Source: an optimization exercise on an open RTL-to-GDS flow (aim: small area, a short achievable clock period and few clock cycles per item). Production flows keep margins and buffers that such runs may drop. In this exercise RTL edits were held to simulation tests only and were not proved equivalent to the original. In every run shown here, the design's own scripts or RTL, not TritonCTS, make the clock network. No driver is modelled on the clock port, so clock power and skew are understated where the tree is cut down; a real chip needs a root buffer or a tree. No activity file was given, so power comes from the tool's default toggle rates.

[flow/constraint.sdc]
create_clock -name core_clock -period 14.0 [get_ports {clk}]
set_input_delay 2.8000 -clock core_clock [delete_from_list [all_inputs] [get_ports {clk}]]
set_output_delay 2.8000 -clock core_clock [all_outputs]
set_load 0.01 [all_outputs]
[flow/design.v]
module fcodec (
    input  wire        clk,
    input  wire        rst,
    input  wire        in_valid,
    output wire        in_ready,
    input  wire [2:0]  op,
    input  wire [7:0]  sig,
    input  wire [63:0] opa,
    output reg         out_valid,
    output reg  [31:0] res,
    output reg         frng,
    output reg  [1:0]  err
);
    assign in_ready = 1'b1;
    reg        a_v;
    reg [31:0] a_opa;
    reg [2:0]  a_op;
    reg [4:0]  a_S;
    reg        a_shi;                     
    reg        a_x1, a_x0, a_fhi;         
    always @(posedge clk) begin
        a_v   <= ~rst & in_valid;
        a_opa <= opa[31:0];
        a_op  <= op;
        a_S   <= sig[4:0];
        a_shi <= |sig[7:5];
        a_x1  <= &opa[62:52];
        a_x0  <= ~|opa[62:52];
        a_fhi <= |opa[51:32];
    end
    wire       w24 = a_op[1];
    wire       enc = ~a_op[0];
    wire [4:0] S   = a_S;
    wire [63:0] t_ix = 64'd1 << {w24, S};
    wire [0:0] t_e3;
    assign t_e3[0] = |(t_ix & 64'h0010000000001000);
    wire [0:0] t_e4;
    assign t_e4[0] = |(t_ix & 64'h0008000000000800);
    wire [0:0] t_e5;
    assign t_e5[0] = |(t_ix & 64'h0004000000000400);
    wire [0:0] t_e6;
    assign t_e6[0] = |(t_ix & 64'h0002000000000200);
    wire [0:0] t_e7;
    assign t_e7[0] = |(t_ix & 64'h0001000000000100);
    wire [0:0] t_e8;
    assign t_e8[0] = |(t_ix & 64'h0000800000000080);
    wire [4:0] t_amtn;
    assign t_amtn[0] = |(t_ix & 64'h000aaaa000000aa0);
    assign t_amtn[1] = |(t_ix & 64'h0019999000001990);
    assign t_amtn[2] = |(t_ix & 64'h0007878000000780);
    assign t_amtn[3] = |(t_ix & 64'h00007f8000001f80);
    assign t_amtn[4] = |(t_ix & 64'h0000007000000070);
    wire [0:0] t_ege9;
    assign t_ege9[0] = |(t_ix & 64'h00007ff000000070);
    wire [0:0] t_eeq8;
    assign t_eeq8[0] = |(t_ix & 64'h0000800000000080);
    wire [7:0] t_cr;
    assign t_cr[0] = |(t_ix & 64'h0015000000001500);
    assign t_cr[1] = |(t_ix & 64'h000c000000000c00);
    assign t_cr[2] = |(t_ix & 64'h000c000000000c00);
    assign t_cr[3] = |(t_ix & 64'h0014000000000b00);
    assign t_cr[4] = |(t_ix & 64'h0007000000001300);
    assign t_cr[5] = |(t_ix & 64'h0019000000001d00);
    assign t_cr[6] = |(t_ix & 64'h001e000000001e00);
    assign t_cr[7] = |(t_ix & 64'h0000000000000000);
    wire [31:0] sx = 32'd1 << S;
    wire [23:0] ge;
    genvar gi;
    generate
        for (gi = 0; gi < 24; gi = gi + 1) begin : g_ge
            assign ge[gi] = |(sx >> gi);
        end
    endgenerate
    wire [22:0] lows, below, rsel, mlo, mhi;
    generate
        for (gi = 0; gi < 23; gi = gi + 1) begin : g_mask
            assign lows[gi]  = ge[gi + 1];                             
            assign below[gi] = ~ge[23 - gi];                           
            assign rsel[gi]  = ge[22 - gi] & ~ge[23 - gi];             
            assign mlo[gi]   = ~ge[gi + 1] & ((gi < 6) ? 1'b1 : ge[(gi < 6) ? 0 : gi - 6]);
            assign mhi[gi]   = ((gi < 7) ? 1'b0 : ~ge[(gi < 7) ? 0 : gi - 6]) & ((gi <= 13) | (w24 & (gi <= 21)));
        end
    endgenerate
    reg [1:0] chk;
    always @(*) begin
        case (a_op)
            3'd0, 3'd1: chk = (a_shi || S < 5'd4 || S > 5'd12) ? 2'd3 : 2'd0;
            3'd2, 3'd3: chk = (a_shi || S < 5'd4 || S > 5'd20) ? 2'd3 : 2'd0;
            3'd4, 3'd5: chk = (a_shi || S != 5'd0) ? 2'd1 : 2'd0;
            default:    chk = 2'd1;
        endcase
    end
    wire [7:0]  e32 = a_opa[30:23];
    wire [22:0] f23 = a_opa[22:0];
    wire den = (t_e8 & (e32 == 8'd0))   | (t_e7 & (e32 <= 8'd64))  |
               (t_e6 & (e32 <= 8'd96))  | (t_e5 & (e32 <= 8'd112)) |
               (t_e4 & (e32 <= 8'd120)) | (t_e3 & (e32 <= 8'd124));
    wire ovf = (t_e8 & (e32 == 8'd255)) | (t_e7 & (e32 > 8'd190))  |
               (t_e6 & (e32 > 8'd158))  | (t_e5 & (e32 > 8'd142))  |
               (t_e4 & (e32 > 8'd134))  | (t_e3 & (e32 > 8'd130));
    wire dzero = (t_e7 & (e32 <= 8'd49))  | (t_e6 & (e32 <= 8'd81))  |
                 (t_e5 & (e32 <= 8'd97))  | (t_e4 & (e32 <= 8'd105)) |
                 (t_e3 & (e32 <= 8'd109));
    wire dz  = den & dzero;
    wire        top  = w24 ? a_opa[22] : a_opa[14];
    wire [22:0] mag  = w24 ? a_opa[22:0] : {8'd0, a_opa[14:0]};
    wire        dden = ~|(mag & ~lows);
    wire        dzer = ~|mag;
    reg  [4:0]  q;
    integer i;
    always @(*) begin
        q = 5'd0;
        for (i = 0; i < 20; i = i + 1)
            if (mag[i]) q = i[4:0];
    end
    wire lo_any = |(mag & mlo);
    wire lo_all = &(mag | ~mlo);
    wire hi_any = |(mag & mhi);
    wire hi_all = &(mag | ~mhi);
    wire d_ovf  = t_ege9 ? (top & (hi_any | lo_all)) : (t_eeq8 & top & lo_all);
    wire d_unf  = t_ege9 ? (~top & ~(hi_all & lo_any)) : (t_eeq8 & dden);
    wire [7:0] r_den = t_cr + {3'd0, q};
    wire [4:0] e5 = e32[4:0];
    wire [4:0] ad = ({5{t_e3}} & (5'd31 - e5)) | ({5{t_e4}} & (5'd28 - e5)) |
                    ({5{t_e5}} & (5'd21 - e5)) | ({5{t_e6}} & (5'd6  - e5)) |
                    ({5{t_e7}} & (5'd7  - e5)) | ({5{t_e8}} & (5'd8  - e5));
    wire [4:0] amt_den = {ad[4] ^ (~w24 & ad[3]), ad[3] ^ ~w24, ad[2:0]};
    wire [4:0] amt = enc ? (den ? amt_den : t_amtn) : (dden ? q : S);
    wire [51:0] V;
    wire [27:0] Vd = w24 ? {{6{~top}}, a_opa[21:0]} : {{14{~top}}, a_opa[13:0]};
    assign V[22:0]  = {23{enc}} & (f23 | below | {23{ovf}});
    assign V[23]    = enc & (den | (~ovf & e32[0]));
    assign V[29:24] = enc ? ({6{~den}} & ({6{ovf}} | e32[6:1])) : Vd[5:0];
    assign V[51:30] = enc ? {22{~den & (ovf | ~e32[7])}} : Vd[27:6];
    wire [46:0] v4 = amt[4] ? V[51:16]  : V[46:0];
    wire [38:0] v3 = amt[3] ? v4[46:8]  : v4[38:0];
    wire [34:0] v2 = amt[2] ? v3[38:4]  : v3[34:0];
    wire [32:0] v1 = amt[1] ? v2[34:2]  : v2[32:0];
    wire [31:0] Y  = amt[0] ? v1[32:1]  : v1[31:0];
    wire st = (~amt[4] | &V[15:0]) & (~amt[3] | &v4[7:0]) & (~amt[2] | &v3[3:0]) &
              (~amt[1] | &v2[1:0]) & (~amt[0] | v1[0]);
    wire rbit = |(f23 & rsel);
    wire all1 = &(f23 | below);
    wire inc1 = rbit & ~all1;
    wire incb = den ? (Y[0] | (inc1 & st)) : (~ovf & inc1);
    wire [7:0] r = dden ? r_den : {~Y[31], Y[30:24]};
    wire ok   = (chk == 2'd0);
    wire dspc = dzer | d_ovf | d_unf;
    wire kill = ~ok | a_op[2] | (a_op[0] & dspc) | (enc & dz);
    wire fill = ok & ~a_op[2] & a_op[0] & ~dzer & d_ovf;
    wire val32 = !(a_opa[30:23] == 8'hFF || (a_opa[30:23] == 8'h00 && a_opa[22:0] != 23'd0));
    wire val64 = !(a_x1 || (a_x0 && (a_fhi || a_opa != 32'd0)));
    wire one  = ok & a_op[2] & (a_op[0] ? val64 : val32);
    wire sgn  = ok & ~a_op[2] & ~(a_op[0] & dzer) &
                (a_op[0] ? (w24 ? a_opa[23] : a_opa[15]) : a_opa[31]);
    reg        b_v;
    reg [23:1] b_Y;
    reg [7:0]  b_r;
    reg        b_incb, b_flip, b_w24, b_sgn, b_dec;
    reg        b_kill, b_fill, b_one, b_frng;
    reg [1:0]  b_err;
    always @(posedge clk) begin
        b_v      <= ~rst & a_v;
        b_Y      <= Y[23:1];
        b_r      <= r;
        b_incb   <= incb;
        b_flip   <= ~den & ~ovf;
        b_w24    <= w24;
        b_sgn    <= sgn;
        b_dec    <= a_op[0];
        b_kill   <= kill;
        b_fill   <= fill;
        b_one    <= one;
        b_frng   <= ok & ~a_op[2] & a_op[0] & ~dzer & (d_ovf | d_unf);
        b_err    <= chk;
    end
    wire [22:0] msum = b_Y[23:1] + {22'd0, b_incb};
    wire [22:0] topf = b_flip ? (b_w24 ? 23'h400000 : 23'h004000) : 23'd0;
    wire [22:0] emag = msum ^ topf;
    reg  [31:0] dat;
    always @(*) begin
        if (b_dec)      dat = {1'b0, b_r, b_Y[23:1]};
        else if (b_w24) dat = {9'd0, emag};
        else            dat = {17'd0, emag[14:0]};
    end
    wire [31:0] sbit = b_dec ? 32'h80000000 : (b_w24 ? 32'h00800000 : 32'h00008000);
    wire [31:0] nres = ({32{~b_kill}} & dat) | ({32{b_fill}} & 32'h7F7FFFFF) |
                       ({32{b_sgn}} & sbit) | {31'd0, b_one};
    always @(posedge clk) begin
        out_valid <= ~rst & b_v;
        err       <= b_err;
        frng      <= b_frng;
        res       <= nres;
    end
endmodule
[flow/flow/clock_tree.tcl]
# Clock tree: the clock port drives four clkbuf_16 buffers, one per quarter
# of the flip-flops (split at the median x, then at the median y of each
# half); each drives two clkbuf_16 leaf buffers, one per half of its quarter
# (split at the median of its longer side), placed at the centre of the
# flip-flops they clock, the quarter's buffer between its two leaves. This
# replaces clock_tree_synthesis in ORFS's cts.tcl (through the PRE_CTS_TCL
# hook); the rest of that step (legalisation, timing repair) runs as usual.
rename clock_tree_synthesis orfs_clock_tree_synthesis

proc mcts_split { sinks idx } {
  set s [lsort -integer -index $idx $sinks]
  set h [expr {[llength $s] / 2}]
  return [list [lrange $s 0 [expr {$h - 1}]] [lrange $s $h end]]
}

proc mcts_centre { sinks } {
  set cx 0; set cy 0
  foreach s $sinks { set cx [expr {$cx + [lindex $s 1]}]; set cy [expr {$cy + [lindex $s 2]}] }
  set n [llength $sinks]
  return [list [expr {$cx / $n}] [expr {$cy / $n}]]
}

proc mcts_span { sinks idx } {
  set v [lsort -integer -index $idx $sinks]
  return [expr {[lindex [lindex $v end] $idx] - [lindex [lindex $v 0] $idx]}]
}

proc mcts_buffer { block master name in_net pt } {
  set inst [odb::dbInst_create $block $master $name]
  set net [odb::dbNet_create $block "${name}_net"]
  $net setSigType CLOCK
  [$inst findITerm A] connect $in_net
  [$inst findITerm X] connect $net
  lassign $pt x y
  $inst setLocation [expr {$x - [$master getWidth] / 2}] [expr {$y - [$master getHeight] / 2}]
  $inst setPlacementStatus PLACED
  return $net
}

proc clock_tree_synthesis { args } {
  set block [ord::get_db_block]
  set master [[ord::get_db] findMaster sky130_fd_sc_hd__clkbuf_16]
  set clk_net [[[ord::get_db_block] findBTerm clk] getNet]
  set sinks {}
  foreach it [$clk_net getITerms] {
    set inst [$it getInst]
    lassign [$inst getLocation] x y
    set m [$inst getMaster]
    lappend sinks [list $it [expr {$x + [$m getWidth] / 2}] [expr {$y + [$m getHeight] / 2}]]
  }
  set quarters {}
  foreach half [mcts_split $sinks 1] {
    lappend quarters {*}[mcts_split $half 2]
  }
  set i 0
  foreach qs $quarters {
    set idx [expr {[mcts_span $qs 1] >= [mcts_span $qs 2] ? 1 : 2}]
    set leaves [mcts_split $qs $idx]
    set net1 [mcts_buffer $block $master "clkbuf_q$i" $clk_net [mcts_centre $qs]]
    set j 0
    foreach lg $leaves {
      set net2 [mcts_buffer $block $master "clkbuf_q${i}_$j" $net1 [mcts_centre $lg]]
      foreach s $lg {
        set it [lindex $s 0]
        $it disconnect
        $it connect $net2
      }
      puts "clock leaf buffer clkbuf_q${i}_$j: [llength $lg] flip-flops"
      incr j
    }
    incr i
  }
  set_propagated_clock [all_clocks]
}
[flow/config.mk]
export PLATFORM = sky130hd
export DESIGN_NAME = fcodec
export DESIGN_NICKNAME = fcodec
export VERILOG_FILES = /design/flow/design.v
export SDC_FILE = /design/flow/constraint.sdc
export NUM_CORES = 4
export LEC_CHECK = 0
export ABC_AREA = 1
export CAP_MARGIN = 20
export CORE_MARGIN = 2
export CORE_UTILIZATION = 40
export SLEW_MARGIN = 20
[flow/flow/run.sh]
#!/bin/bash
# Layout flow: the standard ORFS flow (standard.sh: unchanged synthesis
# and steps) at the design's clock period and constraints, with these
# settings changed on the make command line:
#  - SETUP_SLACK_MARGIN: ORFS's timing repair aims for this setup slack
#    instead of 0, so the layout reaches a shorter period than the clock's;
#  - BUFFER_PORTS_ARGS: the port buffers are buf_1 cells (resized by the
#    repair where timing needs it) instead of the resizer's default pick;
#  - PRE_CTS_TCL: flow/clock_tree.tcl builds a balanced two-level clock tree
#    (4 + 8 clkbuf_16) in place of clock_tree_synthesis; the rest of ORFS's
#    CTS step (legalisation, timing repair) runs unchanged.
# The make output goes to orfs_make.log; each ORFS step also writes its own
# log under orfs/logs.
set -euo pipefail
bash standard.sh \
  SETUP_SLACK_MARGIN=10.4 \
  "BUFFER_PORTS_ARGS=-buffer_cell sky130_fd_sc_hd__buf_1" \
  "PRE_CTS_TCL=$PWD/flow/clock_tree.tcl" \
  finish > orfs_make.log 2>&1
[flow/standard.sh]
#!/bin/bash
# synth_recipe.tcl (not shown) runs the flow's synth.tcl, then flattens the netlist and writes it again
# the make line also repeats each setting of config.mk as NAME=value (left out here)
make -C /OpenROAD-flow-scripts/flow DESIGN_CONFIG=/design/flow/config.mk WORK_HOME=/design/flow/orfs CLKGATE_MAP_FILE= SYNTH_SCRIPT=/design/flow/synth_recipe.tcl "${@:-finish}"
==> results of run 1 <==
## repair_timing
action / CTS / global route
setup buffers: 33 / 75
setup endpoints to repair: 35 / 34
cloned: 7 / 7
resized for setup: 121 / 195
pin swaps: 14 / 81
## state kept, by name, indices dropped and copies added (netlist names), 2 cells and up
register and count:
a_op 3, a_S 5, b_err 2, err 2, a_opa 32, b_r 8
res 32, b_Y 23
## layer usage
metal	vias to the layer above	GRT usage, %
met1	5751	40.4
met4	0	9.58
met5	-	0
met2	643	52.6
met3	142	4.39
li1	5914	-
## cells in the mapped netlist, types with 3 or more instances
cell type                   count
sky130_fd_sc_hd__nor2_1       133
sky130_fd_sc_hd__clkbuf_1      29
sky130_fd_sc_hd__or2_2          6
sky130_fd_sc_hd__nand4_1       34
sky130_fd_sc_hd__buf_6          3
sky130_fd_sc_hd__or2_1         11
sky130_fd_sc_hd__o31ai_1        8
sky130_fd_sc_hd__o21ai_1       31
sky130_fd_sc_hd__xnor2_1        4
sky130_fd_sc_hd__nand2_1      383
sky130_fd_sc_hd__a22oi_1        8
sky130_fd_sc_hd__nor4_1        14
sky130_fd_sc_hd__ha_1          20
sky130_fd_sc_hd__o211ai_1      33
sky130_fd_sc_hd__a211oi_1       4
sky130_fd_sc_hd__mux2i_1        3
sky130_fd_sc_hd__a21oi_1       49
sky130_fd_sc_hd__buf_1          7
sky130_fd_sc_hd__dfxtp_1      124
sky130_fd_sc_hd__inv_1        137
sky130_fd_sc_hd__o22ai_1       19
sky130_fd_sc_hd__nor3_1        39
sky130_fd_sc_hd__nor2_2        12
sky130_fd_sc_hd__o311ai_0       3
sky130_fd_sc_hd__nand3_1      259
sky130_fd_sc_hd__o221ai_1       5
sky130_fd_sc_hd__a2111oi_0      3
sky130_fd_sc_hd__inv_2         26
sky130_fd_sc_hd__o21a_1         3
sky130_fd_sc_hd__xor2_1         5
sky130_fd_sc_hd__a311oi_1       5
sky130_fd_sc_hd__buf_4          8
sky130_fd_sc_hd__nand2_2        9
sky130_fd_sc_hd__o2111ai_1     12
sky130_fd_sc_hd__and2_1         3
sky130_fd_sc_hd__a31oi_1        3
sky130_fd_sc_hd__nand3b_1       9
sky130_fd_sc_hd__clkinv_1       4
sky130_fd_sc_hd__buf_2         29
sky130_fd_sc_hd__o21ai_0       87
## worst min-delay path by stage
stage               startpoint      to  slack [ns]  cells past startpoint
floorplan             b_err[0]  err[0]        0.31                      0
global placement        b_frng    frng        0.31                      0
detailed placement    b_err[0]  err[0]        0.32                      0
CTS                     b_frng    frng        0.33                      0
global route            b_frng    frng        0.35                      0
finish                  b_frng    frng        0.33                      0
## cells by family after synthesis
family | after synthesis
simple gates | 924
mux | 3
other cells | 1
xor+xnor | 9
fa+ha+maj | 21
compound gates | 288
buf+inv | 243
flops | 124
## cell type report
class                           instances  area (um2)
Timing Repair inverter                  3        30.0
Sequential cell                       124        2530
Multi-Input combinational cell       1253        7250
Buffer                                 12         300
Fill cell                            2496       11400
Timing Repair Buffer                  234        1570
Inverter                              167         764
Tap cell                              324         405
## critical path: cells and delay by family (launching register included)
family,cells,cell delay (ns)
DFF,1,0.42
buffers and inverters,3,0.32
and+or+nand+nor,11,1.50
adders and majority gates,1,0.23
AOI/OAI and AO/OA,6,0.91
muxes,1,0.16
## stage by stage
stage	cell area [um2]	total power (uW)	worst slack [ns]	utilization, %	hold WS [ns]
global route	12900	1240	10.24	53.0	0.348
finish	12900	1170	10.37	53.0	0.331
floorplan	9820	699	10.60	-	0.310
detailed placement	10400	810	8.79	42.7	0.315
CTS	11400	1110	10.41	47.2	0.333
global placement	10400	810	8.75	42.7	0.313
## power by group through the flow
stage | Sequential (uW) | Clock, uW | Combinational, uW
floorplan | 429 | 0 | 269
global placement | 445 | 0 | 365
detailed placement | 445 | 0 | 365
CTS | 437 | 272 | 397
global route | 443 | 287 | 507
finish | 437 | 265 | 463
==> impl_metrics.env, run 1 <==
export IMPL_yosys_warnings=1
export IMPL_r2r_end="b_Y[14]"
export IMPL_seq_area_frac_synth_pct=25.3
export IMPL_synth_simple_area_share_pct=42.4
export IMPL_dpl_cell_count=1983
export IMPL_worstReg2RegStart="a_S[3]"
export IMPL_critPathRequiredTime_ns=14.21
export IMPL_synthesis_area_per_instance_um2=6.09
export IMPL_number_of_flops_mapped_to_enable_cells_by_yosys=0
export IMPL_startpoint_type="flop"
export IMPL_wl_per_cell_um=20.3
export IMPL_critical_path_max_fanout=24
export IMPL_syn_nets=1712
export IMPL_layout_cells_most_common="sky130_fd_sc_hd__nand2_1"
export IMPL_synth_seq_cells=124
export IMPL_routed_wl_um=42900
export IMPL_viasPerCell=5.88
export IMPL_worst_r2r_cell_count=22
export IMPL_static_leakage_power_uw=0.00578
export IMPL_areaGrowthSynthToFinish_pct=30.9
export IMPL_netlist_instances=1613
export IMPL_relative_contribution_of_combinational_cells_to_total_power_pct=39.7
export IMPL_worstMarginPinSlew_ns=0.906
export IMPL_met2_wirelength_um=19800
export IMPL_synthMuxAreaShare_pct=0.306
export IMPL_timing_critical_path_cells="clkinv_8 > nor2_4 > nand2_4 > nor2_4 > nand2_2 > nand2_4 > inv_6 > o22ai_4 > a21oi_2 > o311ai_2 > ha_2 > a21o_1 > nand2_2 > a21oi_4 > buf_12 > nand2_8 > o21ai_0 > mux2i_1 > or2_1 > nand3_1 > nand3_1 > nand2_1"
export IMPL_globalRoute_totalOverflow=0
export IMPL_clock_skew_final_ns=0.0214
export IMPL_worst_ep_arrival_time_ns=3.84
export IMPL_clk_transition_reported_paths_ns=0.07
export IMPL_initial_antenna_violation_count=1
export IMPL_die_h_um=161
export IMPL_cellInternalPower_uw=711
export IMPL_finalCritPeriodShare_pct=25.9
export IMPL_critical_path_max_stage_delay_ns=0.43
export IMPL_post_dp_hpwl_um=31100
export IMPL_grt_start_max_net_pins=45
export IMPL_power_share_clock_pct=22.7
export IMPL_critical_setup_path_class="reg -> reg"
export IMPL_floorplan_initialDensity_pct=40.5
export IMPL_global_route_wire_length_before_repair_um=63700
export IMPL_wl_met3_um=3610
export IMPL_worst_skew_late_latency_ns=0.28
export IMPL_holdBufCountCts=0
export IMPL_gp_congestion=1.06
export IMPL_drtIter0Drc=1119
export IMPL_timing_critical_path_to="b_Y[14]"
export IMPL_final_setup_tns_ns=0
export IMPL_seqPwrFrac_pct=37.5
export IMPL_die_area_um2=25800
export IMPL_fp_coreArea_um2=24200
export IMPL_fin_cells=2117
export IMPL_outcome="timing/DRC/antenna clean"
export IMPL_switching_share_pct=39.0
export IMPL_worst_path_max_delay_cell="sky130_fd_sc_hd__o21ai_0"
export IMPL_portBuffers=112
export IMPL_vias=12500
export IMPL_fin_nets=1894
export IMPL_layout_min_cycle_time_ns=3.63
export IMPL_synth_adder_area_share_pct=2.75
export IMPL_maximum_vdd_drop_v=0.000109
export IMPL_drt_drc=0
export IMPL_fmax_mhz=276
export IMPL_share_of_synthesized_flip_flops_with_an_asynchronous_set_or_reset_pct=0
export IMPL_cellPowerDensity_nw_per_um2=90.7
export IMPL_drv_max_cap_violation_count=0
export IMPL_share_of_the_synthesized_area_in_compound_gates_ao_oa_aoi_oai_pct=18.2
export IMPL_yosysUniqueCellTypes=62
export IMPL_critical_path_endpoint_type="flop"
export IMPL_horiz_die_dim_um=161
export IMPL_dominantRegCellSynth="sky130_fd_sc_hd__dfxtp_1"
export IMPL_postRouteAntennaNets=0
export IMPL_fp_row_count=57
export IMPL_mappedNetlistArea_um2=9820
export IMPL_hold_viol=0
export IMPL_netSwitchingPower_uw=455
export IMPL_slew_headroom_pct=39.5
export IMPL_synth_top_cells_by_area="sky130_fd_sc_hd__dfxtp_1 25%, sky130_fd_sc_hd__nand2_1 15%, sky130_fd_sc_hd__nand3_1 13%"
export IMPL_r2r_slack_ns=10.37
export IMPL_detail_route_first_pass_iterations=6
export IMPL_post_synth_xor_area_fraction_pct=0.802
export IMPL_synth_top_area_cell="sky130_fd_sc_hd__dfxtp_1"
export IMPL_setup_repair_after_global_routing_missed_its_margin="yes"
export IMPL_mostFrequentLayoutCells="340 x sky130_fd_sc_hd__nand2_1, 223 x sky130_fd_sc_hd__nand3_1, 128 x sky130_fd_sc_hd__inv_1"
export IMPL_design_portCount=115
export IMPL_drive_above_1_share_pct=20.8
export IMPL_slew_violations=0
export IMPL_worstHoldPathType="reg -> reg"
export IMPL_crit_path_start="a_S[3]"
export IMPL_maxUsedRoutingLayer="met4"
export IMPL_met1Wirelength_um=17500
export IMPL_synth_top_family_by_area="simple AND/OR/NAND/NOR gates"
export IMPL_grt_pass1_vias=11300
export IMPL_grt_overall_usage_pct=30.9
export IMPL_diodes=0
export IMPL_netlist_area_leader_share_pct=25.3
export IMPL_timing_final_setup_violations=0
Testbench counts, summed over its fixed seeds: cycles 32,024, items 32,000.
==> run 2, diff against run 1 <==
--- a/flow/flow/run.sh
+++ b/flow/flow/run.sh
@@ -15,3 +15,3 @@
 bash standard.sh \
-  SETUP_SLACK_MARGIN=10.4 \
+  SETUP_SLACK_MARGIN=10.3 \
   "BUFFER_PORTS_ARGS=-buffer_cell sky130_fd_sc_hd__buf_1" \
==> run 2 against run 1 <==
- still clean
- setup slack gained 0.011 ns
- via count decreased by 1.6%
- sequential power barely moved
- cell count decreased by 1.8%
- clock skew fell by 0.0013 ns
- sequential cell count stayed put
- clock power about the same
- critical path depth up 2
- die area unchanged
- hold slack about the same
- critical path type unchanged
- critical endpoint is now b_incb
- highest routed layer is now met5
==> impl_metrics.env, run 2 <==
export IMPL_outcome="timing/DRC/antenna clean"
export IMPL_setup_repair_after_global_routing_missed_its_margin="yes"
export IMPL_worst_ep_arrival_time_ns=3.83
export IMPL_critical_path_max_fanout=25
export IMPL_maxUsedRoutingLayer="met5"
export IMPL_vias=12300
export IMPL_switching_share_pct=38.7
export IMPL_grt_pass1_vias=11200
export IMPL_clock_skew_final_ns=0.0201
export IMPL_wl_met3_um=3630
export IMPL_post_dp_hpwl_um=31100
export IMPL_die_h_um=161
export IMPL_synth_seq_cells=124
export IMPL_die_area_um2=25800
export IMPL_yosys_warnings=1
export IMPL_fp_row_count=57
export IMPL_reg_area_um2=2520
export IMPL_r2r_slack_ns=10.38
export IMPL_holdBufCountCts=0
export IMPL_hold_viol=0
export IMPL_grt_start_max_net_pins=45
export IMPL_floorplan_initialDensity_pct=40.5
export IMPL_r2r_end="b_incb"
export IMPL_final_fill_count=2573
export IMPL_whs_path_depth=0
export IMPL_seqPwrFrac_pct=38.2
export IMPL_netlist_instances=1613
export IMPL_worstHoldPathType="reg -> reg"
export IMPL_power_share_clock_pct=23.1
export IMPL_synth_top_area_cell="sky130_fd_sc_hd__dfxtp_1"
export IMPL_fmax_mhz=276
export IMPL_fin_nets=1856
export IMPL_synthesis_area_per_instance_um2=6.09
export IMPL_fp_coreArea_um2=24200
export IMPL_timing_final_setup_violations=0
export IMPL_static_leakage_power_uw=0.00550
export IMPL_drt_drc=0
export IMPL_clk_transition_reported_paths_ns=0.07
export IMPL_worst_path_dominant_cell_family="simple AND/OR/NAND/NOR gates"
export IMPL_startpoint_type="flop"
export IMPL_timing_critical_path_buf_inv=4
export IMPL_worstReg2RegStart="a_S[4]"
export IMPL_synth_top_cells_by_area="sky130_fd_sc_hd__dfxtp_1 25%, sky130_fd_sc_hd__nand2_1 15%, sky130_fd_sc_hd__nand3_1 13%"
export IMPL_drtIter0Drc=1062
export IMPL_met1Wirelength_um=17200
export IMPL_netlist_area_leader_share_pct=25.3
export IMPL_gp_congestion=1.06
export IMPL_maximum_vdd_drop_v=0.000108
export IMPL_critical_setup_path_class="reg -> reg"
export IMPL_area_of_combinational_cells_with_multiple_inputs_um2=7000
export IMPL_cellPowerDensity_nw_per_um2=93.4
export IMPL_netlist_top_cells_count="383 x sky130_fd_sc_hd__nand2_1, 259 x sky130_fd_sc_hd__nand3_1, 137 x sky130_fd_sc_hd__inv_1"
export IMPL_finalCritPeriodShare_pct=25.8
export IMPL_dpl_cell_count=1983
export IMPL_global_route_wire_length_before_repair_um=63400
export IMPL_dominantRegCellSynth="sky130_fd_sc_hd__dfxtp_1"
export IMPL_postRouteAntennaNets=0
export IMPL_critical_path_endpoint_type="flop"
export IMPL_drv_max_cap_violation_count=0
export IMPL_slew_violations=0
export IMPL_yosysUniqueCellTypes=62
export IMPL_mostFrequentLayoutCells="354 x sky130_fd_sc_hd__nand2_1, 238 x sky130_fd_sc_hd__nand3_1, 130 x sky130_fd_sc_hd__inv_1"
export IMPL_diodes=0
export IMPL_biggest_registers_after_layout="a_opa: 32 flops, res: 32 flops, b_Y: 23 flops"
export IMPL_drive_above_1_share_pct=16.5
export IMPL_design_portCount=115
export IMPL_wl_per_cell_um=20.1
export IMPL_timing_critical_path_cells="buf_12 > inv_12 > o21ai_2 > nand2_2 > inv_4 > nor2_1 > a21oi_1 > nand3_1 > nor3_4 > nand3_4 > nand2_4 > nand3_4 > buf_6 > nand2_4 > nand2_2 > o211ai_1 > nand3_1 > nand2_1 > nand2_1 > nand3_2 > nand2_1 > nand2_2 > nand2_1 > nand2_2"
export IMPL_p_total_uw=1140
export IMPL_detail_route_first_pass_iterations=6
export IMPL_whs_endpoint="frng"
export IMPL_cellInternalPower_uw=701
export IMPL_syn_nets=1712
export IMPL_relative_contribution_of_combinational_cells_to_total_power_pct=38.6
export IMPL_met2_wirelength_um=19200
export IMPL_grt_overall_usage_pct=30.7
export IMPL_cp_num_cells=24
export IMPL_worstHoldStart="b_frng"
export IMPL_netSwitchingPower_uw=443
export IMPL_critPathRequiredTime_ns=14.21
export IMPL_initial_antenna_violation_count=2
export IMPL_worst_r2r_cell_count=24
export IMPL_share_of_synthesized_flip_flops_with_an_asynchronous_set_or_reset_pct=0
export IMPL_critical_path_max_stage_delay_ns=0.38
export IMPL_worst_path_max_delay_cell="sky130_fd_sc_hd__dfxtp_2"
export IMPL_mappedNetlistArea_um2=9820
export IMPL_number_of_flops_mapped_to_enable_cells_by_yosys=0
export IMPL_routed_wl_um=41900
export IMPL_layout_cells_most_common="sky130_fd_sc_hd__nand2_1"
export IMPL_worst_skew_late_latency_ns=0.28
export IMPL_fin_worst_hold_slack_ns=0.331
export IMPL_slew_headroom_pct=36.9
export IMPL_crit_path_start="a_S[4]"
export IMPL_globalRoute_totalOverflow=0
export IMPL_horiz_die_dim_um=161
export IMPL_viasPerCell=5.90
export IMPL_synth_most_common_cell="sky130_fd_sc_hd__nand2_1"
export IMPL_final_setup_tns_ns=0
export IMPL_portBuffers=112
export IMPL_areaGrowthSynthToFinish_pct=24.6
export IMPL_fin_cells=2079
export IMPL_layout_min_cycle_time_ns=3.62
export IMPL_worstMarginPinSlew_ns=0.946
export IMPL_seq_area_frac_synth_pct=25.3
[run 2: what timing repair did]
item | 4_1_cts | 5_1_grt
pin swaps | 12 | 40
resized for setup | 99 | 134
setup endpoints to repair | 35 | 34
setup buffers | 27 | 45
gates cloned | 6 | 6
[run 2: layer usage]
metal  vias up  GRT usage (%)
met3       141           4.34
met5         -              0
met4         2           10.0
met1      5639           40.4
met2       644           51.8
li1       5830              -
[run 2: cell type report]
class	count	area share [%]
Sequential cell	124	20.6
Timing Repair Buffer	198	10.4
Timing Repair inverter	1	0.0613
Inverter	167	6.00
Tap cell	324	3.31
Buffer	12	2.45
Multi-Input combinational cell	1253	57.2
[run 2: power groups by stage]
| stage | clock network, uW | logic, uW | registers (uW) |
|---|---|---|---|
| after global placement | 0 | 365 | 445 |
| after detailed placement | 0 | 365 | 445 |
| after floorplan | 0 | 269 | 429 |
| after global routing | 287 | 486 | 443 |
| final | 265 | 442 | 437 |
| after CTS | 272 | 390 | 437 |
[run 2: per-stage QoR]
stage | worst slack, ns | instance area, um2 | util, %
floorplan | 10.60 | 9820 | -
global placement | 8.75 | 10400 | 42.7
detailed placement | 8.79 | 10400 | 42.7
CTS | 10.31 | 11300 | 46.5
global route | 10.21 | 12200 | 50.5
finish | 10.38 | 12200 | 50.5
[run 2: worst max path at each step]
stage / slack (ns) / endpoint
floorplan: 10.60 / a_fhi
global placement: 8.75 / b_Y[18]
detailed placement: 8.79 / b_Y[17]
CTS: 10.31 / b_incb
global route: 10.21 / b_incb
finish: 10.38 / b_incb
[run 2: kinds of logic after synthesis]
group / synth area share [%]
other cells: 0.0382
buf+inv: 10.2
xor+xnor: 0.802
simple gates: 42.4
compound gates: 18.2
flops: 25.3
mux: 0.306
fa+ha+maj: 2.75
==> run 3, diff against run 2 <==
--- a/flow/design.v
+++ b/flow/design.v
@@ -14,2 +14,15 @@
     assign in_ready = 1'b1;
+    wire [63:0] i_ix = 64'd1 << {op[1], sig[4:0]};
+    wire [0:0] i_e3;
+    assign i_e3[0] = |(i_ix & 64'h0010000000001000);
+    wire [0:0] i_e4;
+    assign i_e4[0] = |(i_ix & 64'h0008000000000800);
+    wire [0:0] i_e5;
+    assign i_e5[0] = |(i_ix & 64'h0004000000000400);
+    wire [0:0] i_e6;
+    assign i_e6[0] = |(i_ix & 64'h0002000000000200);
+    wire [0:0] i_e7;
+    assign i_e7[0] = |(i_ix & 64'h0001000000000100);
+    wire [0:0] i_e8;
+    assign i_e8[0] = |(i_ix & 64'h0000800000000080);
     reg        a_v;
@@ -18,2 +31,3 @@
     reg [4:0]  a_S;
+    reg [8:3]  a_E;                       
     reg        a_shi;                     
@@ -25,2 +39,3 @@
         a_S   <= sig[4:0];
+        a_E   <= {i_e8, i_e7, i_e6, i_e5, i_e4, i_e3};
         a_shi <= |sig[7:5];
@@ -34,14 +49,2 @@
     wire [63:0] t_ix = 64'd1 << {w24, S};
-    wire [0:0] t_e3;
-    assign t_e3[0] = |(t_ix & 64'h0010000000001000);
-    wire [0:0] t_e4;
-    assign t_e4[0] = |(t_ix & 64'h0008000000000800);
-    wire [0:0] t_e5;
-    assign t_e5[0] = |(t_ix & 64'h0004000000000400);
-    wire [0:0] t_e6;
-    assign t_e6[0] = |(t_ix & 64'h0002000000000200);
-    wire [0:0] t_e7;
-    assign t_e7[0] = |(t_ix & 64'h0001000000000100);
-    wire [0:0] t_e8;
-    assign t_e8[0] = |(t_ix & 64'h0000800000000080);
     wire [4:0] t_amtn;
@@ -65,2 +68,3 @@
     assign t_cr[7] = |(t_ix & 64'h0000000000000000);
+    wire t_e3 = a_E[3], t_e4 = a_E[4], t_e5 = a_E[5], t_e6 = a_E[6], t_e7 = a_E[7], t_e8 = a_E[8];
     wire [31:0] sx = 32'd1 << S;
--- a/flow/flow/run.sh
+++ b/flow/flow/run.sh
@@ -15,3 +15,3 @@
 bash standard.sh \
-  SETUP_SLACK_MARGIN=10.3 \
+  SETUP_SLACK_MARGIN=10.35 \
   "BUFFER_PORTS_ARGS=-buffer_cell sky130_fd_sc_hd__buf_1" \
==> run 3 against run 2 <==
- combinational power shrank 9.0%
- synthesized area is 1.5% higher
- clock skew up 0.0027 ns
- sequential cell count up 6
- cell area fell by 6.3%
- die area increased by 1.5%
- largest power group is now registers
- core utilization decreased by 3.5 points
- hold slack better by 0.0057 ns
- cell count decreased by 0.72%
- clock power is 2% higher
==> impl_metrics.env, run 3 <==
export IMPL_outcome="timing/DRC/antenna clean"
export IMPL_final_fill_count=2686
export IMPL_detail_route_first_pass_iterations=8
export IMPL_fin_ws_ns=10.45
export IMPL_timing_critical_path_buf_inv=1
export IMPL_dominantRegCellSynth="sky130_fd_sc_hd__dfxtp_1"
export IMPL_slew_violations=0
export IMPL_clk_transition_reported_paths_ns=0.07
export IMPL_fmax_mhz=282
export IMPL_synth_most_common_cell="sky130_fd_sc_hd__nand2_1"
export IMPL_timing_final_setup_violations=0
export IMPL_drt_drc=0
export IMPL_drv_max_cap_violation_count=0
export IMPL_number_of_flops_mapped_to_enable_cells_by_yosys=0
export IMPL_worst_path_max_delay_cell="sky130_fd_sc_hd__dfxtp_1"
export IMPL_synthesis_area_per_instance_um2=6.10
export IMPL_netlist_area_leader_share_pct=26.1
export IMPL_wl_per_cell_um=18.3
export IMPL_grt_overall_usage_pct=27.7
export IMPL_critical_setup_path_class="reg -> out"
export IMPL_worst_skew_late_latency_ns=0.29
export IMPL_mappedNetlistArea_um2=9970
export IMPL_worstMarginPinSlew_ns=0.803
export IMPL_netlist_top_cells_count="442 x sky130_fd_sc_hd__nand2_1, 220 x sky130_fd_sc_hd__nand3_1, 169 x sky130_fd_sc_hd__inv_1"
export IMPL_synth_seq_cells=130
export IMPL_worstHoldPathType="reg -> reg"
export IMPL_horiz_die_dim_um=162
export IMPL_globalRoute_totalOverflow=0
export IMPL_worstReg2RegStart="a_opa[25]"
export IMPL_static_leakage_power_uw=0.00521
export IMPL_timing_critical_path_cells="buf_1"
export IMPL_yosysUniqueCellTypes=65
export IMPL_hold_viol=0
export IMPL_syn_nets=1734
export IMPL_crit_path_start="err[0]"
export IMPL_floorplan_initialDensity_pct=40.9
export IMPL_viasPerCell=5.65
export IMPL_mostFrequentLayoutCells="437 x sky130_fd_sc_hd__nand2_1, 219 x sky130_fd_sc_hd__nand3_1, 159 x sky130_fd_sc_hd__inv_1"
export IMPL_final_setup_tns_ns=0
export IMPL_finalCritPeriodShare_pct=25.3
export IMPL_fin_nets=1841
export IMPL_yosys_warnings=1
export IMPL_die_area_um2=26200
export IMPL_share_of_synthesized_flip_flops_with_an_asynchronous_set_or_reset_pct=0
export IMPL_drtIter0Drc=1187
export IMPL_gp_congestion=0.995
export IMPL_grt_start_max_net_pins=44
export IMPL_layout_cells_most_common="sky130_fd_sc_hd__nand2_1"
export IMPL_maximum_vdd_drop_v=0.0000930
export IMPL_fp_coreArea_um2=24400
export IMPL_diodes=0
export IMPL_worst_r2r_cell_count=15
export IMPL_r2r_slack_ns=10.56
export IMPL_netlist_instances=1635
export IMPL_critical_path_endpoint_type="primary output"
export IMPL_postRouteAntennaNets=0
export IMPL_cellPowerDensity_nw_per_um2=98.0
export IMPL_global_route_wire_length_before_repair_um=58400
export IMPL_worst_ep_arrival_time_ns=0.75
export IMPL_r2r_end="b_Y[23]"
export IMPL_die_h_um=162
export IMPL_setup_repair_after_global_routing_missed_its_margin="yes"
export IMPL_biggest_registers_after_layout="a_opa: 32 flops, res: 32 flops, b_Y: 23 flops"
export IMPL_areaGrowthSynthToFinish_pct=15.0
export IMPL_grt_pass1_vias=10700
export IMPL_layout_min_cycle_time_ns=3.55
export IMPL_fp_row_count=57
export IMPL_initial_antenna_violation_count=0
export IMPL_post_dp_hpwl_um=29100
export IMPL_preCtsSetupSlack_ns=9.16
export IMPL_p_total_uw=1120
export IMPL_design_portCount=115
export IMPL_portBuffers=112
export IMPL_slew_headroom_pct=45.9
export IMPL_critical_path_max_stage_delay_ns=0.32
export IMPL_synth_top_cells_by_area="sky130_fd_sc_hd__dfxtp_1 26%, sky130_fd_sc_hd__nand2_1 17%, sky130_fd_sc_hd__nand3_1 11%"
export IMPL_worst_path_dominant_cell_family="flip-flops"
export IMPL_critical_path_max_fanout=1
export IMPL_clock_skew_final_ns=0.0228
export IMPL_holdBufCountCts=0
export IMPL_seq_area_frac_synth_pct=26.1
export IMPL_critPathRequiredTime_ns=11.20
export IMPL_cp_num_cells=1
export IMPL_startpoint_type="flop"
export IMPL_vias=11700
export IMPL_synth_top_area_cell="sky130_fd_sc_hd__dfxtp_1"
export IMPL_timing_critical_path_to="err[0]"
export IMPL_drive_above_1_share_pct=9.54
export IMPL_routed_wl_um=37900
## run 3: changes by cell type after synthesis, sizes merged, moves of 7 or more
cell	previous run	this run
a31oi	3	10
o22ai	20	12
nand4	34	18
inv	163	183
nand3	262	226
nand2	393	448
o21ai	121	141
o211ai	34	26
or2	17	10
nor3	39	32
nor4	14	28
## run 3: what timing repair did
action / in CTS / in global routing
setup buffers: 6 / 30
gates cloned: 3 / 4
gates resized for setup: 37 / 67
endpoints found under the setup margin: 32 / 32
pin swaps: 4 / 12
## run 3: kinds of logic (layout without fill, tap and decap cells)
kind of cell	after synthesis	after routing	share of synthesized area, %
compound gates	293	293	18.0
xor+xnor	5	5	0.439
fa+ha+maj	21	21	2.71
buf+inv	260	360	11.0
flops	130	130	26.1
mux	3	3	0.301
other cells	1	1	0.0376
simple gates	922	927	41.4
## run 3: layout make-up
cell class / instances / area (um2) / share of cell area [%]
sequential: 130 / 2640 / 23.0
timing repair inverter: 1 / 7.51 / 0.0654
buffer: 12 / 300 / 2.62
timing repair buffer: 158 / 832 / 7.25
inverter: 189 / 774 / 6.75
tap: 324 / 405 / 3.53
multi-input combinational: 1250 / 6510 / 56.8
## run 3: worst min path at each step
stage	start	endpoint	cells after the start
after detailed placement	b_frng	frng	0
after global placement	b_frng	frng	0
final	b_err[1]	err[1]	0
after floorplan	b_err[0]	err[0]	0
after global routing	b_err[1]	err[1]	0
after CTS	b_err[1]	err[1]	0
## run 3: where the power goes
| part | switching (uW) | total (uW) | internal, uW |
|---|---|---|---|
| sequential | 37.6 | 453 | 415 |
| combinational | 267 | 402 | 135 |
| clock | 118 | 270 | 152 |
| total | 422 | 1120 | 702 |
## run 3: layer usage
metal / global-route usage (%) / share of wire (%) / up-vias
met5: 0 / 0 / -
met4: 6.88 / 3.2 / 0
met3: 2.83 / 7.7 / 95
met2: 47.9 / 46 / 512
met1: 37.0 / 43 / 5336
li1: - / - / 5728
## run 3: metrics by stage
| stage | std cells | cell area [um2] | hold slack (ns) | util, % |
|---|---|---|---|---|
| global placement | 2009 | 10500 | 0.316 | 43.0 |
| global route | 2064 | 11500 | 0.354 | 47.0 |
| CTS | 2030 | 11000 | 0.336 | 45.0 |
| floorplan | 1635 | 9970 | 0.310 | - |
| finish | 2064 | 11500 | 0.337 | 47.0 |
| detailed placement | 2009 | 10500 | 0.312 | 43.0 |
Testbench counts of run 3, summed over its fixed seeds: cycles 32,024, items 32,000.
==> run 4, diff against run 3 <==
--- a/flow/config.mk
+++ b/flow/config.mk
@@ -10,3 +10,4 @@
 export CORE_MARGIN = 2
-export CORE_UTILIZATION = 40
+export CORE_UTILIZATION = 55
+export PLACE_DENSITY = 0.7
 export SLEW_MARGIN = 20
==> run 4 against run 3 <==
- still clean on timing, DRC and antenna
- first-iteration DRC count up 17%
- power up 2.0%
- clock skew up 0.0054 ns
- maximum frequency down 1.1%
- global-route usage up 8.9 points
- routed wire length up 0.50%
- critical endpoint is now b_incb
==> impl_metrics.env, run 4 <==
export IMPL_areaGrowthSynthToFinish_pct=14.6
export IMPL_crit_path_start="a_S[2]"
export IMPL_fin_nets=1843
export IMPL_seq_area_frac_synth_pct=26.1
export IMPL_netlist_top_cells_count="442 x sky130_fd_sc_hd__nand2_1, 220 x sky130_fd_sc_hd__nand3_1, 169 x sky130_fd_sc_hd__inv_1"
export IMPL_reg_area_um2=2640
export IMPL_design_portCount=115
export IMPL_grt_overall_usage_pct=36.6
export IMPL_worst_path_max_delay_cell="sky130_fd_sc_hd__dfxtp_4"
export IMPL_die_h_um=139
export IMPL_yosys_warnings=1
export IMPL_netlist_instances=1635
export IMPL_critPathRequiredTime_ns=14.14
export IMPL_timing_critical_path_cells="inv_4 > nand2_1 > nor2_4 > nand2_1 > inv_2 > nand2_1 > nand3_1 > nor2_2 > nand3_4 > buf_12 > inv_6 > nand2_1 > a31oi_4 > buf_12 > inv_12 > nand3_1 > nand3_1 > nand3_1 > nand3_1 > nand2_1 > nand2_1 > nand2_2"
export IMPL_r2r_end="b_incb"
export IMPL_initial_antenna_violation_count=0
export IMPL_clock_skew_final_ns=0.0282
export IMPL_dpl_cell_count=1915
export IMPL_netlist_area_leader_share_pct=26.1
export IMPL_drt_drc=0
export IMPL_synth_seq_cells=130
export IMPL_wl_per_cell_um=19.3
export IMPL_fin_ws_ns=10.41
export IMPL_fmax_mhz=279
export IMPL_setup_repair_after_global_routing_missed_its_margin="no"
export IMPL_r2r_slack_ns=10.41
export IMPL_synth_top_area_cell="sky130_fd_sc_hd__dfxtp_1"
export IMPL_worst_ep_arrival_time_ns=3.73
export IMPL_biggest_registers_after_layout="a_opa: 32 flops, res: 32 flops, b_Y: 23 flops"
export IMPL_synth_simple_area_share_pct=41.4
export IMPL_global_route_wire_length_before_repair_um=57400
export IMPL_fp_coreArea_um2=17900
export IMPL_hold_viol=0
export IMPL_critical_path_max_stage_delay_ns=0.39
export IMPL_synth_top_cells_by_area="sky130_fd_sc_hd__dfxtp_1 26%, sky130_fd_sc_hd__nand2_1 17%, sky130_fd_sc_hd__nand3_1 11%"
export IMPL_startpoint_type="flop"
export IMPL_synth_most_common_cell="sky130_fd_sc_hd__nand2_1"
export IMPL_post_dp_hpwl_um=28100
export IMPL_mostFrequentLayoutCells="437 x sky130_fd_sc_hd__nand2_1, 218 x sky130_fd_sc_hd__nand3_1, 159 x sky130_fd_sc_hd__inv_1"
export IMPL_vias=12200
export IMPL_mappedNetlistArea_um2=9970
export IMPL_outcome="timing/DRC/antenna clean"
export IMPL_diodes=0
export IMPL_timing_critical_path_to="b_incb"
export IMPL_crit_path_frequent_cell="sky130_fd_sc_hd__nand2_1"
export IMPL_layout_cells_most_common="sky130_fd_sc_hd__nand2_1"
export IMPL_yosysUniqueCellTypes=65
export IMPL_dominantRegCellSynth="sky130_fd_sc_hd__dfxtp_1"
export IMPL_drv_max_cap_violation_count=0
export IMPL_area_of_combinational_cells_with_multiple_inputs_um2=6480
export IMPL_drtIter0Drc=1386
export IMPL_grt_start_max_net_pins=44
export IMPL_floorplan_initialDensity_pct=55.7
export IMPL_horiz_die_dim_um=139
export IMPL_gp_congestion=1.01
export IMPL_layout_min_cycle_time_ns=3.59
export IMPL_slew_violations=0
export IMPL_final_setup_tns_ns=0
export IMPL_final_fill_count=1708
export IMPL_critical_path_endpoint_type="flop"
export IMPL_portBuffers=112
export IMPL_worst_r2r_cell_count=22
export IMPL_postRouteAntennaNets=0
export IMPL_maximum_vdd_drop_v=0.000124
export IMPL_share_of_the_synthesized_area_in_compound_gates_ao_oa_aoi_oai_pct=18.0
export IMPL_synthesis_area_per_instance_um2=6.10
export IMPL_synthMuxAreaShare_pct=0.301
export IMPL_viasPerCell=6.18
export IMPL_slew_headroom_pct=27.9
export IMPL_worstMarginPinSlew_ns=1.05
export IMPL_fin_cells=1971
export IMPL_routed_wl_um=38100
export IMPL_drive_above_1_share_pct=9.70
export IMPL_cellPowerDensity_nw_per_um2=100
export IMPL_worstReg2RegStart="a_S[2]"
export IMPL_preCtsSetupSlack_ns=8.95
export IMPL_critical_setup_path_class="reg -> reg"
export IMPL_clk_transition_reported_paths_ns=0.07
export IMPL_timing_final_setup_violations=0
export IMPL_finalCritPeriodShare_pct=25.6
export IMPL_synth_top_family_by_area="simple AND/OR/NAND/NOR gates"
export IMPL_worstHoldPathType="reg -> reg"
export IMPL_die_area_um2=19200
export IMPL_post_synth_xor_area_fraction_pct=0.439
export IMPL_synth_adder_area_share_pct=2.71
export IMPL_critical_path_max_fanout=43
export IMPL_grt_pass1_vias=10700
export IMPL_fp_row_count=49
export IMPL_static_leakage_power_uw=0.00524
export IMPL_worst_skew_late_latency_ns=0.29
export IMPL_detail_route_first_pass_iterations=7
export IMPL_globalRoute_totalOverflow=0
export IMPL_share_of_synthesized_flip_flops_with_an_asynchronous_set_or_reset_pct=0
export IMPL_number_of_flops_mapped_to_enable_cells_by_yosys=0
export IMPL_syn_nets=1734
==> run 4: cell counts after synthesis <==
Identical to the previous run, type by type.
==> run 4: layout make-up <==
| class | instances | area share [%] |
|---|---|---|
| inverter | 189 | 6.97 |
| multi-input combinational | 1247 | 56.7 |
| tap | 229 | 2.51 |
| timing repair buffer | 163 | 8.03 |
| timing repair inverter | 1 | 0.0657 |
| sequential | 130 | 23.1 |
| buffer | 12 | 2.63 |
==> run 4: how the worst min path moves through the flow <==
stage | start | to | slack (ns) | depth (start not counted)
2_1_floorplan | b_err[0] | err[0] | 0.31 | 0
5_1_grt | b_err[0] | err[0] | 0.35 | 0
6_report | b_err[0] | err[0] | 0.33 | 0
3_3_place_gp | b_frng | frng | 0.31 | 0
3_5_place_dp | b_err[0] | err[0] | 0.32 | 0
4_1_cts | b_err[0] | err[0] | 0.34 | 0
==> run 4: through the flow <==
stage	power (uW)	cell area (um2)	util [%]	hold slack, ns
6_report	1150	11400	63.9	0.332
5_1_grt	1200	11400	63.9	0.350
4_1_cts	1110	10900	60.7	0.335
3_5_place_dp	830	10400	58.0	0.317
3_3_place_gp	826	10400	58.0	0.311
2_1_floorplan	723	9970	-	0.310
==> run 4: cell families (layout without fill, tap and decap cells) <==
group	count (synthesis)	count (layout)
other	1	1
xor gates and xnor gates	5	5
muxes	3	3
AOI/OAI and AO/OA	293	293
adders and majority gates	21	21
DFF	130	130
buffers and inverters	260	365
and+or+nand+nor	922	924
==> run 4: per-layer routing <==
metal	global-route usage (%)	routed length, um
met3	5.94	3860
met2	62.0	17500
met4	14.4	1930
met5	0	0
met1	46.9	14800
==> run 4: worst max-delay path, delay by kind of cell (launching register included) <==
family                 cells  cell delay [ns]
flip-flops                 1             0.39
buffers and inverters      6             0.86
AO/OA/AOI/OAI              1             0.13
AND/OR/NAND/NOR           15             2.01
==> run 4: timing repair <==
| action | 4_1_cts | 5_1_grt |
|---|---|---|
| hold buffers | 0 | 0 |
| pin swaps | 3 | 10 |
| buffers inserted | 3 | 36 |
| endpoints found under the setup margin | 34 | 34 |
| cloned | 3 | 2 |
| gates resized for setup | 44 | 66 |
==> run 4: where the power goes <==
part / switching [uW] / internal, uW / leakage [uW]
clock network: 122 / 152 / 0.000148
registers: 38.8 / 415 / 0.00109
logic: 284 / 136 / 0.00401
total: 444 / 703 / 0.00524
==> run 5, diff against run 4 <==
--- a/flow/design.v
+++ b/flow/design.v
@@ -148,3 +148,2 @@
     wire inc1 = rbit & ~all1;
-    wire incb = den ? (Y[0] | (inc1 & st)) : (~ovf & inc1);
     wire [7:0] r = dden ? r_den : {~Y[31], Y[30:24]};
@@ -162,3 +161,3 @@
     reg [7:0]  b_r;
-    reg        b_incb, b_flip, b_w24, b_sgn, b_dec;
+    reg        b_Y0, b_st, b_den, b_inc1, b_flip, b_w24, b_sgn, b_dec;
     reg        b_kill, b_fill, b_one, b_frng;
@@ -169,3 +168,6 @@
         b_r      <= r;
-        b_incb   <= incb;
+        b_Y0     <= Y[0];
+        b_st     <= st;
+        b_den    <= den;
+        b_inc1   <= inc1;
         b_flip   <= ~den & ~ovf;
@@ -180,3 +182,4 @@
     end
-    wire [22:0] msum = b_Y[23:1] + {22'd0, b_incb};
+    wire        incb = b_den ? (b_Y0 | (b_inc1 & b_st)) : (b_flip & b_inc1);
+    wire [22:0] msum = b_Y[23:1] + {22'd0, incb};
     wire [22:0] topf = b_flip ? (b_w24 ? 23'h400000 : 23'h004000) : 23'd0;
--- a/flow/flow/run.sh
+++ b/flow/flow/run.sh
@@ -15,3 +15,3 @@
 bash standard.sh \
-  SETUP_SLACK_MARGIN=10.35 \
+  SETUP_SLACK_MARGIN=10.45 \
   "BUFFER_PORTS_ARGS=-buffer_cell sky130_fd_sc_hd__buf_1" \
--- a/flow/config.mk
+++ b/flow/config.mk
@@ -10,4 +10,3 @@
 export CORE_MARGIN = 2
-export CORE_UTILIZATION = 55
-export PLACE_DENSITY = 0.7
+export CORE_UTILIZATION = 40
 export SLEW_MARGIN = 20
==> run 5 against run 4 <==
- combinational power is 4.8% lower
- still clean
- hold slack about the same
- routed wire length increased by 1.9%
- sequential share of layout area up 0.23 points
- register-to-register slack improved by 0.19 ns
- setup slack gained 0.062 ns
- power decreased by 0.30%
- clock skew grew 0.0065 ns
- sequential cell count grew 3
- synthesized area rose by 0.59%
- die area rose by 37%
==> impl_metrics.env, run 5 <==
export IMPL_cp_num_cells=1
export IMPL_global_route_peak_usage_layer="met2"
export IMPL_global_route_wire_length_before_repair_um=59300
export IMPL_syn_nets=1727
export IMPL_grt_pass1_vias=10800
export IMPL_worstMarginPinSlew_ns=0.839
export IMPL_synth_top_family_by_area="simple AND/OR/NAND/NOR gates"
export IMPL_p_total_uw=1140
export IMPL_netlist_area_leader_share_pct=26.5
export IMPL_post_dp_hpwl_um=29600
export IMPL_worst_path_dominant_cell_family="flip-flops"
export IMPL_yosys_warnings=1
export IMPL_synth_most_common_cell="sky130_fd_sc_hd__nand2_1"
export IMPL_share_of_the_synthesized_area_in_compound_gates_ao_oa_aoi_oai_pct=15.3
export IMPL_critical_setup_path_class="reg -> out"
export IMPL_clock_skew_final_ns=0.0347
export IMPL_dpl_cell_area_um2=10500
export IMPL_holdBufCountCts=0
export IMPL_vias=11800
export IMPL_cellPowerDensity_nw_per_um2=98.8
export IMPL_viasPerCell=5.76
export IMPL_worst_r2r_cell_count=21
export IMPL_die_h_um=162
export IMPL_seq_area_frac_synth_pct=26.5
export IMPL_whs_path_depth=0
export IMPL_postRouteAntennaNets=0
export IMPL_critical_path_max_fanout=1
export IMPL_synth_adder_area_share_pct=2.69
export IMPL_worst_skew_late_latency_ns=0.30
export IMPL_timing_critical_path_buf_inv=1
export IMPL_global_route_usage_met1_pct=37.4
export IMPL_final_setup_tns_ns=0
export IMPL_maximum_vdd_drop_v=0.0000691
export IMPL_static_leakage_power_uw=0.00530
export IMPL_fin_nets=1830
export IMPL_synthesis_area_per_instance_um2=6.16
export IMPL_critical_path_endpoint_type="primary output"
export IMPL_number_of_flops_mapped_to_enable_cells_by_yosys=0
export IMPL_diodes=0
export IMPL_drtIter0Drc=1249
export IMPL_outcome="timing/DRC/antenna clean"
export IMPL_globalRoute_totalOverflow=0
export IMPL_die_area_um2=26400
export IMPL_wl_per_cell_um=18.9
export IMPL_share_of_synthesized_flip_flops_with_an_asynchronous_set_or_reset_pct=0
export IMPL_worst_path_max_delay_cell="sky130_fd_sc_hd__dfxtp_1"
export IMPL_initial_antenna_violation_count=0
export IMPL_timing_final_setup_violations=0
export IMPL_routed_wl_um=38800
export IMPL_yosysUniqueCellTypes=62
export IMPL_slew_headroom_pct=43.5
export IMPL_design_portCount=115
export IMPL_synthMuxAreaShare_pct=0
export IMPL_fmax_mhz=284
export IMPL_mostFrequentLayoutCells="388 x sky130_fd_sc_hd__nand2_1, 288 x sky130_fd_sc_hd__nand3_1, 143 x sky130_fd_sc_hd__inv_1"
export IMPL_layout_min_cycle_time_ns=3.52
export IMPL_detail_route_first_pass_iterations=6
export IMPL_post_synth_xor_area_fraction_pct=0.960
export IMPL_mappedNetlistArea_um2=10000
export IMPL_synth_top_area_cell="sky130_fd_sc_hd__dfxtp_1"
export IMPL_final_core_utilization_pct=47.3
export IMPL_startpoint_type="flop"
export IMPL_critical_path_max_stage_delay_ns=0.31
export IMPL_finalInstanceArea_um2=11600
export IMPL_floorplan_initialDensity_pct=41.0
export IMPL_netlist_instances=1628
export IMPL_areaGrowthSynthToFinish_pct=15.4
export IMPL_grt_start_max_net_pins=57
export IMPL_synth_seq_cells=133
export IMPL_synth_simple_area_share_pct=44.1
export IMPL_setup_repair_after_global_routing_missed_its_margin="yes"
export IMPL_horiz_die_dim_um=162
export IMPL_hold_viol=0
export IMPL_clk_transition_reported_paths_ns=0.08
export IMPL_slew_violations=0
export IMPL_biggest_registers_after_layout="a_opa: 32 flops, res: 32 flops, b_Y: 23 flops"
export IMPL_synth_top_cells_by_area="sky130_fd_sc_hd__dfxtp_1 27%, sky130_fd_sc_hd__nand2_1 15%, sky130_fd_sc_hd__nand3_1 14%"
export IMPL_drt_drc=0
export IMPL_fp_coreArea_um2=24500
export IMPL_dominantRegCellSynth="sky130_fd_sc_hd__dfxtp_1"
export IMPL_drive_above_1_share_pct=10.9
export IMPL_finalCritPeriodShare_pct=25.2
export IMPL_netlist_top_cells_count="395 x sky130_fd_sc_hd__nand2_1, 290 x sky130_fd_sc_hd__nand3_1, 149 x sky130_fd_sc_hd__inv_1"
export IMPL_portBuffers=112
export IMPL_final_fill_count=2649
export IMPL_timing_critical_path_cells="buf_2"
export IMPL_drv_max_cap_violation_count=0
export IMPL_grt_overall_usage_pct=28.2
export IMPL_gp_congestion=1.01
export IMPL_layout_cells_most_common="sky130_fd_sc_hd__nand2_1"
export IMPL_worst_ep_arrival_time_ns=0.72
export IMPL_met2_usage_pct=46.5
export IMPL_worstHoldPathType="reg -> reg"
export IMPL_grtUsageMet3_pct=1.83
export IMPL_critPathRequiredTime_ns=11.20
export IMPL_fp_row_count=57
run 5: report_power, final:
| part | total (uW) | internal (uW) | leakage, uW | switching (uW) |
|---|---|---|---|---|
| logic | 399 | 136 | 0.00404 | 263 |
| registers | 467 | 425 | 0.00111 | 42.4 |
| clock network | 278 | 153 | 0.000148 | 125 |
| total | 1140 | 713 | 0.00530 | 430 |
run 5: layout make-up:
class                           count  area (um2)  share of cell area [%]
Multi-Input combinational cell   1248        6530                    56.4
Sequential cell                   133        2700                    23.3
Timing Repair Buffer              161         932                    8.05
Inverter                          174         704                    6.09
Tap cell                          324         405                    3.50
Buffer                             12         300                    2.59
Timing Repair inverter              1        7.51                  0.0649
run 5: cell families after synthesis:
family | count (synthesis)
AOI/OAI and AO/OA | 241
xor gates and xnor gates | 11
adders and majority gates | 21
buffers and inverters | 250
DFF | 133
other | 1
and+or+nand+nor | 971
run 5: final timing paths:
path,from,end,slack (ns)
min reg2reg,b_frng,frng,0.33
max,res[27],res[27],10.48
max reg2reg,a_S[3],b_Y[4],10.60
min,b_frng,frng,0.33
run 5: routing by layer:
layer  vias to the layer above  share of wire, %
li1                       5743                 -
met2                       522                45
met4                         0               6.0
met1                      5447                43
met5                         -                 0
met3                       122               6.3
run 5: metrics by stage:
stage / instances / setup slack, ns / hold slack [ns]
final: 2053 / 10.48 / 0.332
after global routing: 2053 / 10.44 / 0.340
after CTS: 2018 / 10.44 / 0.335
after detailed placement: 1997 / 9.46 / 0.318
after global placement: 1997 / 9.47 / 0.313
after floorplan: 1628 / 10.57 / 0.310
run 5: timing repair:
item                                    in CTS  in global routing
buffers inserted                             5                 32
endpoints found under the setup margin      42                 59
pin swaps                                    1                 10
gates cloned                                 4                  3
resized for setup                           43                 74
endpoints found under the hold margin        0                  0
Testbench counts of run 5, summed over its fixed seeds: cycles 32,024, items 32,000.
==> run 6, diff against run 5 <==
--- a/flow/config.mk
+++ b/flow/config.mk
@@ -7,3 +7,3 @@
 export LEC_CHECK = 0
-export ABC_AREA = 1
+export ABC_AREA = 0
 export CAP_MARGIN = 20
==> run 6 against run 5 <==
- still clean
- clock skew decreased by 0.0078 ns
- first-iteration DRC count decreased by 14%
- cell area increased by 12%
- sequential share of layout area decreased by 2.5 points
- die area decreased by 1.2%
- routed wire length increased by 4.1%
- largest cell class unchanged
==> impl_metrics.env, run 6 <==
export IMPL_vias=11200
export IMPL_die_h_um=161
export IMPL_biggest_registers_after_layout="a_opa: 32 flops, res: 32 flops, b_Y: 23 flops"
export IMPL_critical_path_endpoint_type="flop"
export IMPL_synth_top_area_cell="sky130_fd_sc_hd__dfxtp_1"
export IMPL_netlist_top_cells_count="133 x sky130_fd_sc_hd__dfxtp_1, 108 x sky130_fd_sc_hd__nand2_1, 101 x sky130_fd_sc_hd__a21oi_1"
export IMPL_critical_path_max_stage_delay_ns=0.51
export IMPL_syn_nets=1375
export IMPL_die_area_um2=26100
export IMPL_startpoint_type="flop"
export IMPL_outcome="timing/DRC/antenna clean"
export IMPL_seq_area_frac_synth_pct=26.9
export IMPL_yosysUniqueCellTypes=95
export IMPL_global_route_wire_length_before_repair_um=60600
export IMPL_viasPerCell=6.43
export IMPL_finalCritPeriodShare_pct=27.6
export IMPL_wl_per_cell_um=23.2
export IMPL_timing_critical_path_buf_inv=2
export IMPL_fmax_mhz=259
export IMPL_final_setup_tns_ns=0
export IMPL_synth_most_common_cell="sky130_fd_sc_hd__dfxtp_1"
export IMPL_drt_drc=0
export IMPL_portBuffers=112
export IMPL_fin_nets=1516
export IMPL_hold_viol=0
export IMPL_maximum_vdd_drop_v=0.000106
export IMPL_grt_start_max_net_pins=56
export IMPL_timing_final_setup_violations=0
export IMPL_synthesis_area_per_instance_um2=7.77
export IMPL_grt_overall_usage_pct=29.1
export IMPL_clk_transition_reported_paths_ns=0.07
export IMPL_netlist_instances=1276
export IMPL_slew_headroom_pct=33.3
export IMPL_detail_route_first_pass_iterations=6
export IMPL_final_core_utilization_pct=53.1
export IMPL_synth_seq_cells=133
export IMPL_layout_min_cycle_time_ns=3.86
export IMPL_p_total_uw=1210
export IMPL_worstHoldPathType="reg -> reg"
export IMPL_mappedNetlistArea_um2=9910
export IMPL_netlist_area_leader_share_pct=26.9
export IMPL_number_of_flops_mapped_to_enable_cells_by_yosys=0
export IMPL_area_of_combinational_cells_with_multiple_inputs_um2=7610
export IMPL_mostFrequentLayoutCells="121 x sky130_fd_sc_hd__dfxtp_1, 106 x sky130_fd_sc_hd__nand2_1, 94 x sky130_fd_sc_hd__buf_1"
export IMPL_setup_repair_after_global_routing_missed_its_margin="yes"
export IMPL_fp_row_count=57
export IMPL_worst_ep_arrival_time_ns=4.01
export IMPL_grt_pass1_vias=10400
export IMPL_drv_max_cap_violation_count=0
export IMPL_diodes=0
export IMPL_initial_antenna_violation_count=0
export IMPL_holdBufCountCts=0
export IMPL_floorplan_initialDensity_pct=40.8
export IMPL_post_dp_hpwl_um=26400
export IMPL_share_of_synthesized_flip_flops_with_an_asynchronous_set_or_reset_pct=0
export IMPL_dominantRegCellSynth="sky130_fd_sc_hd__dfxtp_1"
export IMPL_worst_path_dominant_cell_family="compound AO/OA/AOI/OAI gates"
export IMPL_horiz_die_dim_um=161
export IMPL_worst_path_max_delay_cell="sky130_fd_sc_hd__mux4_2"
export IMPL_drive_above_1_share_pct=24.0
export IMPL_worst_skew_late_latency_ns=0.29
export IMPL_reg_area_um2=2690
export IMPL_areaGrowthSynthToFinish_pct=30.2
export IMPL_synth_top_cells_by_area="sky130_fd_sc_hd__dfxtp_1 27%, sky130_fd_sc_hd__mux2i_1 7.6%, sky130_fd_sc_hd__a21oi_1 5.1%"
export IMPL_cellPowerDensity_nw_per_um2=93.7
export IMPL_fp_coreArea_um2=24300
export IMPL_critPathRequiredTime_ns=14.15
export IMPL_postRouteAntennaNets=0
export IMPL_drtIter0Drc=1073
export IMPL_layout_cells_most_common="sky130_fd_sc_hd__dfxtp_1"
export IMPL_timing_critical_path_cells="ha_4 > nor2b_4 > a2111o_1 > a31oi_1 > a21oi_1 > a21o_1 > ha_4 > inv_2 > nand4_1 > a31oi_4 > buf_12 > and3_4 > mux2_4 > mux4_2 > a222oi_1"
export IMPL_final_fill_count=2305
export IMPL_critical_setup_path_class="reg -> reg"
export IMPL_worstMarginPinSlew_ns=0.990
export IMPL_critical_path_max_fanout=6
export IMPL_gp_congestion=0.985
export IMPL_globalRoute_totalOverflow=0
export IMPL_slew_violations=0
export IMPL_yosys_warnings=1
export IMPL_static_leakage_power_uw=0.00493
export IMPL_design_portCount=115
export IMPL_routed_wl_um=40400
export IMPL_crit_path_frequent_cell="sky130_fd_sc_hd__ha_4"
export IMPL_clock_skew_final_ns=0.0269
run 6: changes by cell type after synthesis, moves of 49 or more:
cell | before | now
sky130_fd_sc_hd__inv_1 | 149 | 29
sky130_fd_sc_hd__mux2i_1 | 0 | 75
sky130_fd_sc_hd__a21oi_1 | 52 | 101
sky130_fd_sc_hd__nand3_1 | 290 | 47
sky130_fd_sc_hd__nand2_1 | 395 | 108
sky130_fd_sc_hd__nor2_1 | 147 | 98
run 6: metrics by stage:
step	cells	worst slack [ns]	hold slack, ns	cell area (um2)
after global placement	1625	9.18	0.315	10500
after global routing	1739	10.03	0.348	12900
after floorplan	1276	10.44	0.310	9960
after detailed placement	1625	9.10	0.319	10500
after CTS	1701	10.18	0.336	12200
final	1739	10.14	0.331	12900
run 6: worst reg2reg max path: cells and delay by family (launching register included):
kind,cells,cell delay (ns)
compound gates,6,1.47
fa+ha+maj,2,0.33
buf+inv,2,0.19
flops,1,0.38
mux,2,0.85
simple gates,3,0.52
run 6: where the power goes:
group | internal, uW | leakage [uW] | switching, uW
clock network | 152 | 0.000148 | 119
registers | 418 | 0.00110 | 42.7
logic | 216 | 0.00368 | 262
total | 787 | 0.00493 | 423
run 6: repair_timing:
action,CTS,global route
buffers inserted,50,37
gates cloned,14,1
resized for setup,179,97
pin swaps,36,37
endpoints found under the setup margin,38,50
run 6: per-layer routing:
metal  up-vias  wire, um  GRT usage, %
met1      5268     16300          37.8
met2       690     18200          47.7
met4         0      2510          14.4
li1       5046         -             -
met5         -         0             0
met3       177      3380          3.57
run 6: kinds of logic (layout without fill, tap and decap cells):
group,after synthesis,count (layout),synth area share (%)
compound gates,422,422,29.4
xor+xnor,33,33,2.92
fa+ha+maj,22,22,2.83
buf+inv,141,275,6.27
flops,133,133,26.9
mux,95,95,9.98
other cells,1,1,0.0378
simple gates,429,434,21.7
run 6: final cells by class:
cell class / instances / area share (%)
plain buffers: 12 / 2.33
flip-flops and latches: 133 / 20.8
repair buffers: 229 / 13.5
multi-input cells: 1007 / 59.0
well taps: 324 / 3.14
inverters: 34 / 1.22
run 6: final timing paths:
kind	startpoint	end	slack, ns	depth (start not counted)
worst min register to register	b_frng	frng	0.33	0
worst min-delay path	b_frng	frng	0.33	0
worst max-delay path	a_opa[25]	b_Y[7]	10.14	15
worst max register to register	a_opa[25]	b_Y[7]	10.14	15
